Context: an optimization exercise on an open-source flow, tuned for small area, a short achievable clock period and few clock cycles per item. The choices shown serve that exercise and are no tape-out recipe.
At most, simulation tests tie the RTL to the original design; equivalence was not proved.

## job 2483
## bd_quant
module bd_quant (
    input  wire       clk,
    input  wire       rst,           
    input  wire       cmd_valid,
    output wire       cmd_ready,
    input  wire [3:0] cmd_alg,       
    input  wire [7:0] cmd_thresh,    
    input  wire [7:0] cmd_msize,     
    input  wire       cmd_inv,
    input  wire [7:0] cmd_width,     
    input  wire [7:0] cmd_height,    
    input  wire       pix_valid,
    output wire       pix_ready,
    input  wire [7:0] pix_r,
    input  wire [7:0] pix_g,
    input  wire [7:0] pix_b,
    output wire       out_valid,
    input  wire       out_ready,
    output wire       out_bit
);
Settings: LEC_CHECK=0, ABC_AREA=1, CAP_MARGIN=20, CORE_MARGIN=2, CORE_UTILIZATION=60, CTS_BUF_LIST=sky130_fd_sc_hd__clkbuf_8, CTS_CLUSTER_DIAMETER=60, CTS_CLUSTER_SIZE=20, SLEW_MARGIN=20, SYNTH_MEMORY_MAX_BITS=16384; clock period 70.0 ns.
standard.sh (not shown) runs the stock make flow with config.mk's settings and CLKGATE_MAP_FILE= SYNTH_SCRIPT=/design/flow/synth_recipe.tcl, a recipe that flattens the netlist after the stock synthesis.
==> flow/flow/run.sh <==
#!/bin/bash
# Layout flow: the standard ORFS flow (standard.sh), with the standard
# synthesis unchanged and these extra ORFS settings for the layout:
#  - the port buffers are plain buffers (buf_4) instead of the default delay cell;
#  - timing repair aims at the period the design can reach (about 15.5 ns)
#    rather than at the 70 ns clock, so the loop and port paths get sized.
# Each step's full output goes to a log file of its own in this folder.
set -uo pipefail
bash standard.sh synth > synth.log 2>&1 || { tail -20 synth.log; exit 1; }
bash standard.sh \
    "BUFFER_PORTS_ARGS=-buffer_cell sky130_fd_sc_hd__buf_4" \
    SETUP_SLACK_MARGIN=54.5 \
    finish > layout.log 2>&1 || { tail -20 layout.log; exit 1; }
Testbench counts of job 2483, summed over its fixed seeds: cycles 61,568, items 61,440.
Changes in job 7901 relative to job 2483:
# job 2483
export LEC_CHECK = 0
export ABC_AREA = 1
export CAP_MARGIN = 20
export CORE_MARGIN = 2
export CORE_UTILIZATION = 60
export CTS_BUF_LIST = sky130_fd_sc_hd__clkbuf_8
export CTS_CLUSTER_DIAMETER = 60
export CTS_CLUSTER_SIZE = 20
export SLEW_MARGIN = 20
export SYNTH_MEMORY_MAX_BITS = 16384
create_clock -name core_clock -period 70.0 [get_ports {clk}]
# job 7901
export LEC_CHECK = 0
export ABC_AREA = 1
export CAP_MARGIN = 20
export CORE_MARGIN = 2
export CORE_UTILIZATION = 60
export CTS_BUF_LIST = sky130_fd_sc_hd__clkbuf_8 sky130_fd_sc_hd__clkbuf_16
export CTS_CLUSTER_DIAMETER = 80
export CTS_CLUSTER_SIZE = 24
export SLEW_MARGIN = 20
export SYNTH_MEMORY_MAX_BITS = 16384
create_clock -name core_clock -period 70.0 [get_ports {clk}]
==> flow/run.sh (new file) <==
#!/bin/bash
# synth_recipe.tcl (not shown) runs the flow's synth.tcl, then flattens the netlist and writes it again
# the make line also repeats each setting of config.mk as NAME=value (left out here)
make -C /OpenROAD-flow-scripts/flow DESIGN_CONFIG=/design/flow/config.mk WORK_HOME=/design/flow/orfs CLKGATE_MAP_FILE= SYNTH_SCRIPT=/design/flow/synth_recipe.tcl finish
removed: flow/flow/run.sh
removed: flow/standard.sh
Results
After detailed routing, job 2483 needs less wire than job 7901. Job 7901 against job 2483: logic depth of the worst setup path including buffers -1, total routing usage reported by global routing +0.64 points. | initial antenna violation count | lower: job 7901 |. [compare] base=job 2483 new=job 7901: DRC marker count from the first detailed-route iteration has increased, clock latency of the later-clocked register in the worst-skew pair decreased by 0.20 ns relative to the old numbers. Going from job 2483 to job 7901, mean routed wirelength per cell now larger, worst setup slack now smaller.
Input-level comparison between job 6091 and job 7901:
==> flow/flow/run.sh (new file) <==
#!/bin/bash
# Layout flow: the standard ORFS flow (standard.sh), with the standard
# synthesis unchanged and these extra ORFS settings for the layout:
#  - the port buffers are plain buffers (buf_4) instead of the default delay cell;
#  - timing repair aims at the period the design can reach (about 15.5 ns)
#    rather than at the 70 ns clock, so the loop and port paths get sized.
# Each step's full output goes to a log file of its own in this folder.
set -uo pipefail
bash standard.sh synth > synth.log 2>&1 || { tail -20 synth.log; exit 1; }
bash standard.sh \
    "BUFFER_PORTS_ARGS=-buffer_cell sky130_fd_sc_hd__buf_4" \
    SETUP_SLACK_MARGIN=54.5 \
    finish > layout.log 2>&1 || { tail -20 layout.log; exit 1; }
==> flow/standard.sh (new file) <==
#!/bin/bash
# synth_recipe.tcl (not shown) runs the flow's synth.tcl, then flattens the netlist and writes it again
# the make line also repeats each setting of config.mk as NAME=value (left out here)
make -C /OpenROAD-flow-scripts/flow DESIGN_CONFIG=/design/flow/config.mk WORK_HOME=/design/flow/orfs CLKGATE_MAP_FILE= SYNTH_SCRIPT=/design/flow/synth_recipe.tcl "${@:-finish}"
removed: flow/run.sh
[summary]
Changes observed in job 6091 relative to job 7901: count of filler cells inserted in the layout went up by about 0.46%, mean number of vias per cell went down by 0.37%. Number of antenna repair diodes in job 6091 is 2 above job 7901. Total non-filler cell area in the finished layout: job 6091 vs job 7901 — no meaningful difference. There was hardly any difference in register share of the cell area between job 7901 and job 6091. met5 as the uppermost layer routed was reported by job 6091, and met4 by job 7901. In terms of share of cell area taken by multi-input logic gates, job 7901 and job 6091 differ only marginally.
Modified inputs, job 6297 compared to job 6091
# job 6091
export LEC_CHECK = 0
export ABC_AREA = 1
export CAP_MARGIN = 20
export CORE_MARGIN = 2
export CORE_UTILIZATION = 60
export CTS_BUF_LIST = sky130_fd_sc_hd__clkbuf_8 sky130_fd_sc_hd__clkbuf_16
export CTS_CLUSTER_DIAMETER = 80
export CTS_CLUSTER_SIZE = 24
export SLEW_MARGIN = 20
export SYNTH_MEMORY_MAX_BITS = 16384
create_clock -name core_clock -period 70.0 [get_ports {clk}]
# job 6297
export LEC_CHECK = 0
export ABC_AREA = 1
export CAP_MARGIN = 20
export CORE_MARGIN = 2
export CORE_UTILIZATION = 60
export CTS_BUF_LIST = sky130_fd_sc_hd__clkbuf_16
export CTS_CLUSTER_DIAMETER = 80
export CTS_CLUSTER_SIZE = 32
export SLEW_MARGIN = 20
export SYNTH_MEMORY_MAX_BITS = 16384
create_clock -name core_clock -period 70.0 [get_ports {clk}]
--- outcome ---
- No stage failed in job 6091, and the final checks on the layout all came back clean.
- Job 6297 did not stop at any stage, and its layout met the timing, design-rule and antenna checks.
- Job 6297 against job 6091: detailed-route wire length fell 1.5%.
- ~same post-detailed-route DRC marker count in job 6091 and job 6297
- Diff job 6091 and job 6297: number of antenna violations at the first check in global routing higher in job 6091
- Of job 6297 and job 6091, it is job 6297 that has the lower growth of design area from synthesis to finish.

---

## P
bd_quant, a different RTL version from the one above (not shown whole).
Size: about 13000 cells after synthesis, roughly 9100 flip-flops, about 70 I/O pins, about 0.21 mm^2 of cells after synthesis.
==> flow/config.mk <==
export PLATFORM = sky130hd
export DESIGN_NAME = bd_quant
export DESIGN_NICKNAME = bd_quant
export VERILOG_FILES = /design/flow/design.v
export SDC_FILE = /design/flow/constraint.sdc
export NUM_CORES = 8
export LEC_CHECK = 0
export ABC_AREA = 1
export CAP_MARGIN = 20
export CORE_MARGIN = 2
export CORE_UTILIZATION = 60
export CTS_BUF_LIST = sky130_fd_sc_hd__clkbuf_16
export CTS_CLUSTER_DIAMETER = 60
export CTS_CLUSTER_SIZE = 24
export SLEW_MARGIN = 20
export SYNTH_MEMORY_MAX_BITS = 16384
==> flow/constraint.sdc <==
create_clock -name core_clock -period 70.0 [get_ports {clk}]
set_input_delay 14.0000 -clock core_clock [delete_from_list [all_inputs] [get_ports {clk}]]
set_output_delay 14.0000 -clock core_clock [all_outputs]
set_load 0.01 [all_outputs]
==> flow/flow/run.sh <==
#!/bin/bash
# Layout flow: the standard ORFS flow (standard.sh), with the standard
# synthesis unchanged and these extra ORFS settings for the layout:
#  - the port buffers are plain buffers (buf_4) instead of the default delay cell;
#  - timing repair aims at the period the design can reach (about 15.5 ns)
#    rather than at the 70 ns clock, so the loop and port paths get sized.
# Each step's full output goes to a log file of its own in this folder.
set -uo pipefail
bash standard.sh synth > synth.log 2>&1 || { tail -20 synth.log; exit 1; }
bash standard.sh \
    "BUFFER_PORTS_ARGS=-buffer_cell sky130_fd_sc_hd__buf_4" \
    SETUP_SLACK_MARGIN=54.5 \
    finish > layout.log 2>&1 || { tail -20 layout.log; exit 1; }
Testbench counts of P, summed over its fixed seeds: cycles 61,592, items 61,440.
--- input diff P..Q ---
diff --git a/flow/config.mk b/flow/config.mk
--- a/flow/config.mk
+++ b/flow/config.mk
@@ -10,3 +10,3 @@
 export CORE_MARGIN = 2
-export CORE_UTILIZATION = 60
+export CORE_UTILIZATION = 66
 export CTS_BUF_LIST = sky130_fd_sc_hd__clkbuf_16
@@ -14,2 +14,3 @@
 export CTS_CLUSTER_SIZE = 24
+export PLACE_DENSITY = 0.72
 export SLEW_MARGIN = 20
### Flow results
Q failed in clock tree synthesis with DPL-0033.
Width of the die: Q and P compared, lower one is Q
P → Q: worst slack after detailed placement increased by 0.045 ns relative to the old numbers, number of synthesized flops with an enable pin closely matched the old numbers.

---

== old ==
bd_quant, a different RTL version from the one above (not shown whole).
For scale: roughly 70 I/O pins, roughly 0.21 mm2 of cells after synthesis.
export LEC_CHECK = 0
export ABC_AREA = 1
export CAP_MARGIN = 20
export CORE_MARGIN = 2
export CORE_UTILIZATION = 60
export CTS_BUF_LIST = sky130_fd_sc_hd__clkbuf_16
export CTS_CLUSTER_DIAMETER = 60
export CTS_CLUSTER_SIZE = 24
export SLEW_MARGIN = 20
export SYNTH_MEMORY_MAX_BITS = 16384
create_clock -name core_clock -period 70.0 [get_ports {clk}]
==> flow/flow/run.sh <==
#!/bin/bash
# Layout flow: the standard ORFS flow (standard.sh), with the standard
# synthesis unchanged and these extra ORFS settings for the layout:
#  - the port buffers are plain buffers (buf_4) instead of the default delay cell;
#  - timing repair aims at the period the design can reach (about 15.5 ns)
#    rather than at the 70 ns clock, so the loop and port paths get sized;
#  - clock tree: clusters of at most 30 sinks, no dummy loads, wide clock wires
# Each step's full output goes to a log file of its own in this folder.
set -uo pipefail
bash standard.sh synth > synth.log 2>&1 || { tail -20 synth.log; exit 1; }
bash standard.sh \
    "BUFFER_PORTS_ARGS=-buffer_cell sky130_fd_sc_hd__buf_4" \
    SETUP_SLACK_MARGIN=54.5 \
    "CTS_ARGS=-sink_clustering_enable -repair_clock_nets -sink_clustering_size 30 -sink_clustering_max_diameter 70 -buf_list sky130_fd_sc_hd__clkbuf_16 -dont_use_dummy_load -apply_ndr full" \
    finish > layout.log 2>&1 || { tail -20 layout.log; exit 1; }
Input-level comparison between new and old:
==> flow/flow/run.sh <==
#!/bin/bash
# Layout flow: the standard ORFS flow (standard.sh), with the standard
# synthesis unchanged and these extra ORFS settings for the layout:
#  - the port buffers are plain buffers (buf_4) instead of the default delay cell;
#  - timing repair aims at the period the design can reach (about 15.5 ns)
#    rather than at the 70 ns clock, so the loop and port paths get sized;
#  - clock tree: clusters of at most 28 sinks, no dummy loads
# Each step's full output goes to a log file of its own in this folder.
set -uo pipefail
bash standard.sh synth > synth.log 2>&1 || { tail -20 synth.log; exit 1; }
bash standard.sh \
    "BUFFER_PORTS_ARGS=-buffer_cell sky130_fd_sc_hd__buf_4" \
    SETUP_SLACK_MARGIN=54.5 \
    "CTS_ARGS=-sink_clustering_enable -repair_clock_nets -sink_clustering_size 28 -sink_clustering_max_diameter 60 -buf_list sky130_fd_sc_hd__clkbuf_16 -dont_use_dummy_load" \
    finish > layout.log 2>&1 || { tail -20 layout.log; exit 1; }
==> comparison <==
Cmp new vs old: final area higher in new. The top fanout value on the critical path in new sits 1 below the value recorded for old. Diff old..new | synthesized area | unchanged. There was hardly any difference in share of final layout cell area taken by non-clock buffers between new and old. In the reports for new and old, the larger maximum cell stage delay along the critical path belongs to old. Hold slack deteriorates in new relative to old.
Function was not checked in any run of this note: the RTL went through the layout flow alone.

## static timing again, ports no longer ideal
The flow's constraints put no driver on any port. The routed layouts listed below were extracted and timed again, unchanged, in two steps. Step 1 assumes that a clkbuf_16 drives the clock port and a buf_2 every other input. Step 2 also shifts input and output timing later by t, the mid clock arrival at the registers, as if the neighbouring blocks saw the same clock. a / b / c = ideal / step 1 / step 2; a / b = the first two.
| run | t (ns) | setup slack, ns | worst register clock-pin slew, ns | cell pins on the clock port's net |
|---|---|---|---|---|
| job 2483 | 1.221 | 54.218 / 54.118 / 54.088 | 0.12 / 0.12 | 1 |
| job 7901 | 1.040 | 53.669 / 53.564 / 53.820 | 0.10 / 0.10 | 1 |
| job 6091 | 1.039 | 54.419 / 54.315 / 54.054 | 0.10 / 0.10 | 1 |
| job 6297 | 1.024 | 54.428 / 54.324 / 54.053 | 0.12 / 0.12 | 1 |
| P | 1.042 | 54.608 / 54.503 / 54.509 | 0.09 / 0.09 | 1 |
| old | 0.996 | 54.644 / 54.535 / 54.394 | 0.11 / 0.11 | 1 |
| new | 1.004 | 54.646 / 54.537 / 54.389 | 0.11 / 0.11 | 1 |
After both steps setup and hold are still met in every run listed. For job 6297, which loses most, drivers alone change the setup slack by -0.104 ns; drivers and shift together by -0.375 ns.
